Background: an optimization exercise with open tools, aiming at small area, a short achievable clock period and few clock cycles. Do not read the settings as production practice.

==> flow/design.v <==
module ung5_rx (
    input  wire        clk,
    input  wire        rst,
    input  wire        start,
    input  wire [7:0]  start_addr,
    input  wire [15:0] start_total,
    input  wire        rx_valid,
    input  wire [7:0]  rx_data,
    input  wire        tick,
    input  wire [5:0]  buf_idx,
    output wire [7:0]  buf_data,
    output reg  [1:0]  rx_state,
    output reg  [2:0]  rx_reason,
    output reg  [6:0]  rx_len,
    output wire        rx_ready,
    output wire        start_ok,
    output reg  [31:0] head,        
    output wire [31:0] tail,        
    output reg  [15:0] crc,         
    output wire        crc_ready,
    input  wire        dec_we,
    input  wire [3:0]  dec_err,
    output reg  [3:0]  err_code
);
    localparam ST_IDLE = 2'd0, ST_ACTIVE = 2'd1, ST_DONE = 2'd2;
    localparam R_NONE = 3'd0, R_TOTAL = 3'd1, R_SILENCE = 3'd2,
               R_STOP = 3'd3, R_NOISE = 3'd4, R_OVERFLOW = 3'd5;
    function [15:0] crc_step;
        input [15:0] c_in;
        input [7:0]  b;
        integer i;
        reg [15:0] c;
        begin
            c = c_in ^ {8'h00, b};
            for (i = 0; i < 8; i = i + 1)
                c = c[0] ? ((c >> 1) ^ 16'h8408) : (c >> 1);
            crc_step = c;
        end
    endfunction
    function [15:0] crc_unstep;
        input [15:0] c_in;
        input [7:0]  b;
        integer i;
        reg [15:0] c;
        begin
            c = c_in;
            for (i = 0; i < 8; i = i + 1)
                c = c[15] ? (((c ^ 16'h8408) << 1) | 16'h0001) : (c << 1);
            crc_unstep = c ^ {8'h00, b};
        end
    endfunction
    reg [511:0] sh;            
    reg [6:0]   phys;          
    reg [5:0]   q;             
    reg [7:0]   rx_addr;
    reg [15:0]  t_left;        
    reg [5:0]   t_sil;         
    wire accept    = rx_valid && rx_ready;
    wire collapsed = (rx_reason == R_NOISE);
    assign rx_ready = (rx_state == ST_ACTIVE);
    assign start_ok = start && !rx_ready &&
                      (start_total != 16'd0) && (start_total != 16'hFFFF);
    wire [2:0] q_lo = q[2:0];
    wire [2:0] q_hi = q[5:3];
    wire       bw   = (buf_idx[2:0] > q_lo);        
    reg  [7:0] lo_oh, hi_oh;
    integer j;
    always @(*)
        for (j = 0; j < 8; j = j + 1) begin
            lo_oh[j] = (buf_idx[2:0] == q_lo - j[2:0]);
            hi_oh[j] = bw ? (buf_idx[5:3] == q_hi - j[2:0] - 3'd1)
                          : (buf_idx[5:3] == q_hi - j[2:0]);
        end
    reg  [63:0] grp;           
    reg  [7:0]  rd_byte;
    integer g, k;
    always @(*) begin
        for (g = 0; g < 8; g = g + 1) begin
            grp[8*g +: 8] = 8'h00;
            for (k = 0; k < 8; k = k + 1)
                grp[8*g +: 8] = grp[8*g +: 8] | ({8{lo_oh[k]}} & sh[64*g + 8*k +: 8]);
        end
        rd_byte = 8'h00;
        for (g = 0; g < 8; g = g + 1)
            rd_byte = rd_byte | ({8{hi_oh[g]}} & grp[8*g +: 8]);
    end
    assign buf_data = rd_byte;
    assign tail = collapsed ? sh[72 +: 32] : sh[0 +: 32];
    assign crc_ready = !(collapsed && t_sil < 6'd8);
    wire [7:0] rw_byte = accept ? 8'hFA :
                         (t_sil == 6'd7) ? sh[79:72] :
                         (t_sil == 6'd3 || t_sil == 6'd6) ? 8'hFA :
                         (t_sil == 6'd1 || t_sil == 6'd4) ? 8'h81 : rx_addr;
    wire [15:0] crc_back = crc_unstep(crc, rw_byte);
    wire run_found = (rx_data == 8'h81) && (phys[6:3] != 4'd0) &&
                     (sh[7:0]   == rx_addr) && (sh[15:8]  == 8'hFA) &&
                     (sh[23:16] == 8'h81)   && (sh[31:24] == rx_addr) &&
                     (sh[39:32] == 8'hFA)   && (sh[47:40] == 8'h81) &&
                     (sh[55:48] == rx_addr) && (sh[63:56] == 8'hFA);
    wire [5:0] t_sil_n = t_sil + ((t_sil == 6'd63) ? 6'd0 : 6'd1);
    wire       last_fa = (sh[7:0] == 8'hFA);
    always @(posedge clk) begin
        if (accept)
            sh <= {sh[503:0], rx_data};
        if (accept && phys[6:2] == 5'd0)
            case (phys[1:0])
            2'd0: head[7:0]   <= rx_data;
            2'd1: head[15:8]  <= rx_data;
            2'd2: head[23:16] <= rx_data;
            default: head[31:24] <= rx_data;
            endcase
    end
    always @(posedge clk) begin
        if (rst) begin
            err_code  <= 4'd0;
            rx_state  <= ST_IDLE;
            rx_reason <= R_NONE;
            rx_len    <= 7'd0;
            phys      <= 7'd0;
            q         <= 6'd63;
        end else if (start) begin
            if (rx_state == ST_ACTIVE) begin
                err_code <= 4'd7;                      
            end else if (!start_ok) begin
                err_code <= 4'd10;                     
            end else begin
                err_code  <= 4'd0;
                rx_state  <= ST_ACTIVE;
                rx_reason <= R_NONE;
                rx_len    <= 7'd0;
                phys      <= 7'd0;
                q         <= 6'd63;
                rx_addr   <= start_addr;
                t_left    <= start_total;
                t_sil     <= 6'd0;
                crc       <= 16'h0000;
            end
        end else if (accept) begin
            err_code <= 4'd0;
            phys     <= phys + 7'd1;
            q        <= q + 6'd1;
            rx_len   <= phys + 7'd1;
            t_sil    <= 6'd0;
            if (phys != 7'd0)
                crc <= crc_step(crc, sh[7:0]);
            if (run_found) begin
                t_sil     <= 6'd1;
                crc       <= crc_back;
                rx_len    <= (phys == 7'd8) ? 7'd3 : phys - 7'd8;
                rx_state  <= ST_DONE;
                rx_reason <= R_NOISE;
            end else if (phys == 7'd63) begin
                rx_state  <= ST_DONE;
                rx_reason <= R_OVERFLOW;
                err_code  <= 4'd8;                     
            end
        end else if (tick && rx_ready) begin
            err_code <= 4'd0;
            t_sil    <= t_sil_n;
            t_left   <= t_left - 16'd1;
            if (t_left == 16'd0) begin
                rx_state  <= ST_DONE;
                rx_reason <= R_TOTAL;
            end else if (phys[6:3] != 4'd0 && last_fa && t_sil_n >= 6'd10) begin
                rx_state  <= ST_DONE;
                rx_reason <= R_STOP;
            end else if (phys != 7'd0 && t_sil_n >= 6'd50) begin
                rx_state  <= ST_DONE;
                rx_reason <= R_SILENCE;
            end
        end else begin
            if (dec_we)
                err_code <= dec_err;
            if (!crc_ready) begin
                t_sil <= t_sil + 6'd1;
                crc   <= crc_back;
            end
        end
    end
endmodule
module ung5_dec (
    input  wire        clk,
    input  wire        rst,
    input  wire        dec_start,
    input  wire        clear,         
    input  wire [6:0]  n_bytes,       
    input  wire [31:0] head,          
    input  wire [31:0] tail,          
    input  wire [15:0] crc,           
    input  wire        crc_ready,
    output reg         dec_valid,
    output reg  [1:0]  dec_kind,      
    output reg  [1:0]  dec_why,       
    output wire [1:0]  dec_class,     
    output wire [7:0]  dec_addr,
    output wire [7:0]  dec_ctrl,
    output wire [7:0]  dec_length,
    output wire [7:0]  dec_opc,
    output wire [15:0] dec_crc,
    output wire        dec_etx_ok,
    output wire        dec_stop_ok,
    output wire        dec_addr_ok,
    output wire        err_we,
    output wire [3:0]  err_val
);
    function [15:0] crc_step;
        input [15:0] c_in;
        input [7:0]  b;
        integer i;
        reg [15:0] c;
        begin
            c = c_in ^ {8'h00, b};
            for (i = 0; i < 8; i = i + 1)
                c = c[0] ? ((c >> 1) ^ 16'h8408) : (c >> 1);
            crc_step = c;
        end
    endfunction
    reg pend;
    wire [7:0] b0 = head[7:0];
    wire [7:0] b1 = head[15:8];
    wire [7:0] b2 = head[23:16];
    wire [7:0] b3 = head[31:24];
    wire [7:0] t0 = tail[7:0];
    wire [7:0] t1 = tail[15:8];
    wire [7:0] t2 = tail[23:16];
    wire [7:0] t3 = tail[31:24];
    wire short   = (n_bytes == 7'd3);
    wire dclass  = (n_bytes >= 7'd7) && (b1[3:0] == 4'd4);
    wire two     = (t0 == 8'hFA);                      
    wire span_bad = two && (n_bytes == 7'd7);          
    wire crc_bad = two ? (crc != crc_step(16'h0000, t1)) : (crc != 16'h0000);
    wire [6:0] n_6 = n_bytes - 7'd6;
    wire [6:0] n_7 = n_bytes - 7'd7;
    wire len_bad = (b2 == 8'h00) ||
                   (two ? (b2 != {1'b0, n_7}) : (b2 != {1'b0, n_6}));
    wire [1:0] kind = short ? 2'd0 :
                      (dclass && !span_bad && !crc_bad && !len_bad) ? 2'd1 : 2'd2;
    wire [1:0] why  = !dclass ? 2'd0 : span_bad ? 2'd1 : crc_bad ? 2'd2 : 2'd3;
    assign dec_class = (b1[3:0] == 4'd1) ? 2'd1 :
                       (b1[3:0] == 4'd2) ? 2'd2 :
                       (b1[3:0] == 4'd3) ? 2'd3 : 2'd0;
    assign dec_addr    = b0;
    assign dec_ctrl    = b1;
    assign dec_length  = b2;
    assign dec_opc     = b3;
    assign dec_crc     = two ? {t2, t3} : {t1, t2};
    assign dec_etx_ok  = (two ? t1 : t0) == 8'h03;
    assign dec_stop_ok = short ? (b2 == 8'hFA) : two;
    assign dec_addr_ok = (b0 >= 8'h50) && (b0 <= 8'h6F);
    wire fin = (dec_start || pend) && crc_ready;
    assign err_we  = fin;
    assign err_val = (kind == 2'd2) ? 4'd4 : 4'd0;
    always @(posedge clk)
        if (fin) begin
            dec_kind <= kind;
            dec_why  <= why;
        end
    always @(posedge clk) begin
        if (rst || clear) begin
            dec_valid <= 1'b0;
            pend      <= 1'b0;
        end else if (dec_start) begin
            dec_valid <= crc_ready;
            pend      <= !crc_ready;
        end else if (fin) begin
            dec_valid <= 1'b1;
            pend      <= 1'b0;
        end
    end
endmodule
module ung5_rxdec (
    input  wire        clk,
    input  wire        rst,
    input  wire        start,
    input  wire [7:0]  start_addr,
    input  wire [15:0] start_total,
    input  wire        rx_valid,
    input  wire [7:0]  rx_data,
    output wire        rx_ready,
    input  wire        tick,
    input  wire        dec_start,
    input  wire [5:0]  buf_idx,
    output wire [7:0]  buf_data,
    output wire [1:0]  rx_state,
    output wire [2:0]  rx_reason,
    output wire [6:0]  rx_len,
    output wire [3:0]  err_code,
    output wire        dec_valid,
    output wire [1:0]  dec_kind,
    output wire [1:0]  dec_why,
    output wire [1:0]  dec_class,
    output wire [7:0]  dec_addr,
    output wire [7:0]  dec_ctrl,
    output wire [7:0]  dec_length,
    output wire [7:0]  dec_opc,
    output wire [15:0] dec_crc,
    output wire        dec_etx_ok,
    output wire        dec_stop_ok,
    output wire        dec_addr_ok
);
    wire [31:0] head, tail;
    wire [15:0] crc;
    wire        crc_ready, start_ok;
    wire        dec_we;
    wire [3:0]  dec_err;
    ung5_rx u_rx (
        .clk(clk), .rst(rst),
        .start(start), .start_addr(start_addr), .start_total(start_total),
        .rx_valid(rx_valid), .rx_data(rx_data), .tick(tick),
        .buf_idx(buf_idx), .buf_data(buf_data),
        .rx_state(rx_state), .rx_reason(rx_reason), .rx_len(rx_len),
        .rx_ready(rx_ready), .start_ok(start_ok),
        .head(head), .tail(tail), .crc(crc), .crc_ready(crc_ready),
        .dec_we(dec_we), .dec_err(dec_err), .err_code(err_code)
    );
    ung5_dec u_dec (
        .clk(clk), .rst(rst),
        .dec_start(dec_start), .clear(start_ok),
        .n_bytes(rx_len), .head(head), .tail(tail),
        .crc(crc), .crc_ready(crc_ready),
        .dec_valid(dec_valid), .dec_kind(dec_kind), .dec_why(dec_why),
        .dec_class(dec_class), .dec_addr(dec_addr), .dec_ctrl(dec_ctrl),
        .dec_length(dec_length), .dec_opc(dec_opc), .dec_crc(dec_crc),
        .dec_etx_ok(dec_etx_ok), .dec_stop_ok(dec_stop_ok),
        .dec_addr_ok(dec_addr_ok),
        .err_we(dec_we), .err_val(dec_err)
    );
endmodule
clock: 7.5 ns
lec_check: 0
cap_margin: 20
core_margin: 2
core_utilization: 30
cts_buf_list: sky130_fd_sc_hd__clkbuf_4 sky130_fd_sc_hd__clkbuf_8
place_density: 0.5
setup_slack_margin: 2.5
slew_margin: 20
run.sh (not shown) runs the stock make flow with config.mk's settings and CLKGATE_MAP_FILE= SYNTH_SCRIPT=/design/flow/synth_recipe.tcl, a recipe that flattens the netlist after the stock synthesis.
Change:
--- a/flow/design.v
+++ b/flow/design.v
@@ -48,23 +48,22 @@
                 c = c[15] ? (((c ^ 16'h8408) << 1) | 16'h0001) : (c << 1);
             crc_unstep = c ^ {8'h00, b};
         end
     endfunction
     reg [511:0] sh;            
     reg [6:0]   phys;          
-    reg [5:0]   q;             
     reg [7:0]   rx_addr;
     reg [15:0]  t_left;        
     reg [5:0]   t_sil;         
     wire accept    = rx_valid && rx_ready;
     wire collapsed = (rx_reason == R_NOISE);
     assign rx_ready = (rx_state == ST_ACTIVE);
     assign start_ok = start && !rx_ready &&
                       (start_total != 16'd0) && (start_total != 16'hFFFF);
-    wire [2:0] q_lo = q[2:0];
-    wire [2:0] q_hi = q[5:3];
+    wire [2:0] q_lo = phys[2:0] - 3'd1;
+    wire [2:0] q_hi = phys[5:3] - {2'b00, (phys[2:0] == 3'd0)};
     wire       bw   = (buf_idx[2:0] > q_lo);        
     reg  [7:0] lo_oh, hi_oh;
     integer j;
     always @(*)
         for (j = 0; j < 8; j = j + 1) begin
             lo_oh[j] = (buf_idx[2:0] == q_lo - j[2:0]);
@@ -114,34 +113,31 @@
         if (rst) begin
             err_code  <= 4'd0;
             rx_state  <= ST_IDLE;
             rx_reason <= R_NONE;
             rx_len    <= 7'd0;
             phys      <= 7'd0;
-            q         <= 6'd63;
         end else if (start) begin
             if (rx_state == ST_ACTIVE) begin
                 err_code <= 4'd7;                      
             end else if (!start_ok) begin
                 err_code <= 4'd10;                     
             end else begin
                 err_code  <= 4'd0;
                 rx_state  <= ST_ACTIVE;
                 rx_reason <= R_NONE;
                 rx_len    <= 7'd0;
                 phys      <= 7'd0;
-                q         <= 6'd63;
                 rx_addr   <= start_addr;
                 t_left    <= start_total;
                 t_sil     <= 6'd0;
                 crc       <= 16'h0000;
             end
         end else if (accept) begin
             err_code <= 4'd0;
             phys     <= phys + 7'd1;
-            q        <= q + 6'd1;
             rx_len   <= phys + 7'd1;
             t_sil    <= 6'd0;
             if (phys != 7'd0)
                 crc <= crc_step(crc, sh[7:0]);
             if (run_found) begin
                 t_sil     <= 6'd1;
@@ -186,14 +182,14 @@
     input  wire [6:0]  n_bytes,       
     input  wire [31:0] head,          
     input  wire [31:0] tail,          
     input  wire [15:0] crc,           
     input  wire        crc_ready,
     output reg         dec_valid,
-    output reg  [1:0]  dec_kind,      
-    output reg  [1:0]  dec_why,       
+    output wire [1:0]  dec_kind,      
+    output wire [1:0]  dec_why,       
     output wire [1:0]  dec_class,     
     output wire [7:0]  dec_addr,
     output wire [7:0]  dec_ctrl,
     output wire [7:0]  dec_length,
     output wire [7:0]  dec_opc,
     output wire [15:0] dec_crc,
@@ -226,19 +222,17 @@
     wire [7:0] t3 = tail[31:24];
     wire short   = (n_bytes == 7'd3);
     wire dclass  = (n_bytes >= 7'd7) && (b1[3:0] == 4'd4);
     wire two     = (t0 == 8'hFA);                      
     wire span_bad = two && (n_bytes == 7'd7);          
     wire crc_bad = two ? (crc != crc_step(16'h0000, t1)) : (crc != 16'h0000);
-    wire [6:0] n_6 = n_bytes - 7'd6;
-    wire [6:0] n_7 = n_bytes - 7'd7;
-    wire len_bad = (b2 == 8'h00) ||
-                   (two ? (b2 != {1'b0, n_7}) : (b2 != {1'b0, n_6}));
-    wire [1:0] kind = short ? 2'd0 :
-                      (dclass && !span_bad && !crc_bad && !len_bad) ? 2'd1 : 2'd2;
-    wire [1:0] why  = !dclass ? 2'd0 : span_bad ? 2'd1 : crc_bad ? 2'd2 : 2'd3;
+    wire [6:0] span = n_bytes - (two ? 7'd4 : 7'd3);
+    wire len_bad = (b2 == 8'h00) || ({1'b0, b2} + 9'd3 != {2'b00, span});
+    assign dec_kind  = short ? 2'd0 :
+                       (dclass && !span_bad && !crc_bad && !len_bad) ? 2'd1 : 2'd2;
+    assign dec_why   = !dclass ? 2'd0 : span_bad ? 2'd1 : crc_bad ? 2'd2 : 2'd3;
     assign dec_class = (b1[3:0] == 4'd1) ? 2'd1 :
                        (b1[3:0] == 4'd2) ? 2'd2 :
                        (b1[3:0] == 4'd3) ? 2'd3 : 2'd0;
     assign dec_addr    = b0;
     assign dec_ctrl    = b1;
     assign dec_length  = b2;
@@ -246,18 +240,13 @@
     assign dec_crc     = two ? {t2, t3} : {t1, t2};
     assign dec_etx_ok  = (two ? t1 : t0) == 8'h03;
     assign dec_stop_ok = short ? (b2 == 8'hFA) : two;
     assign dec_addr_ok = (b0 >= 8'h50) && (b0 <= 8'h6F);
     wire fin = (dec_start || pend) && crc_ready;
     assign err_we  = fin;
-    assign err_val = (kind == 2'd2) ? 4'd4 : 4'd0;
-    always @(posedge clk)
-        if (fin) begin
-            dec_kind <= kind;
-            dec_why  <= why;
-        end
+    assign err_val = (dec_kind == 2'd2) ? 4'd4 : 4'd0;
     always @(posedge clk) begin
         if (rst || clear) begin
             dec_valid <= 1'b0;
             pend      <= 1'b0;
         end else if (dec_start) begin
             dec_valid <= crc_ready;
The new run finished with timing, DRC and antenna clean.
Area after synthesis went up slightly.
Sequential share of layout area went down by 3.1 points.
Setup slack gets worse by 580 ps.
Final area went up by a few percent.
Final cell count went up by a few percent.
Maximum frequency went down by roughly a tenth.
Via count went up by a few percent.
Count of clock-buffer cells in the layout went up by 16.
Flip-flop and latch count went down by 10.
Routed wire length went up by a few percent.
No functional check of the RTL was part of any run of this note.

-- separate check: timing with driven ports --
The flow's constraints put no driver on any port. The routed layouts listed below were extracted and timed again, unchanged, in two steps.
Step 1, drivers: a clkbuf_16 drives clk and a buf_2 each remaining input, both assumed.
Step 2 also shifts input and output timing later by t, the mid clock arrival at the registers, as if the neighbouring blocks saw the same clock.
a / b / c = ideal ports / drivers / drivers and shift; a / b = the first two.
run | t, ns | setup slack, ns | worst setup path after step 2 | latest minus earliest clock arrival (ns)
the first run | 0.780 | 2.130 / 2.092 / 1.991 | input to register | 0.050 / 0.051
the second run | 0.772 | 1.552 / 1.493 / 1.898 | input to register | 0.059 / 0.059
After both steps setup and hold are still met in every run listed. For the first run, which loses most, drivers alone change the setup slack by -0.038 ns; drivers and shift together by -0.139 ns.
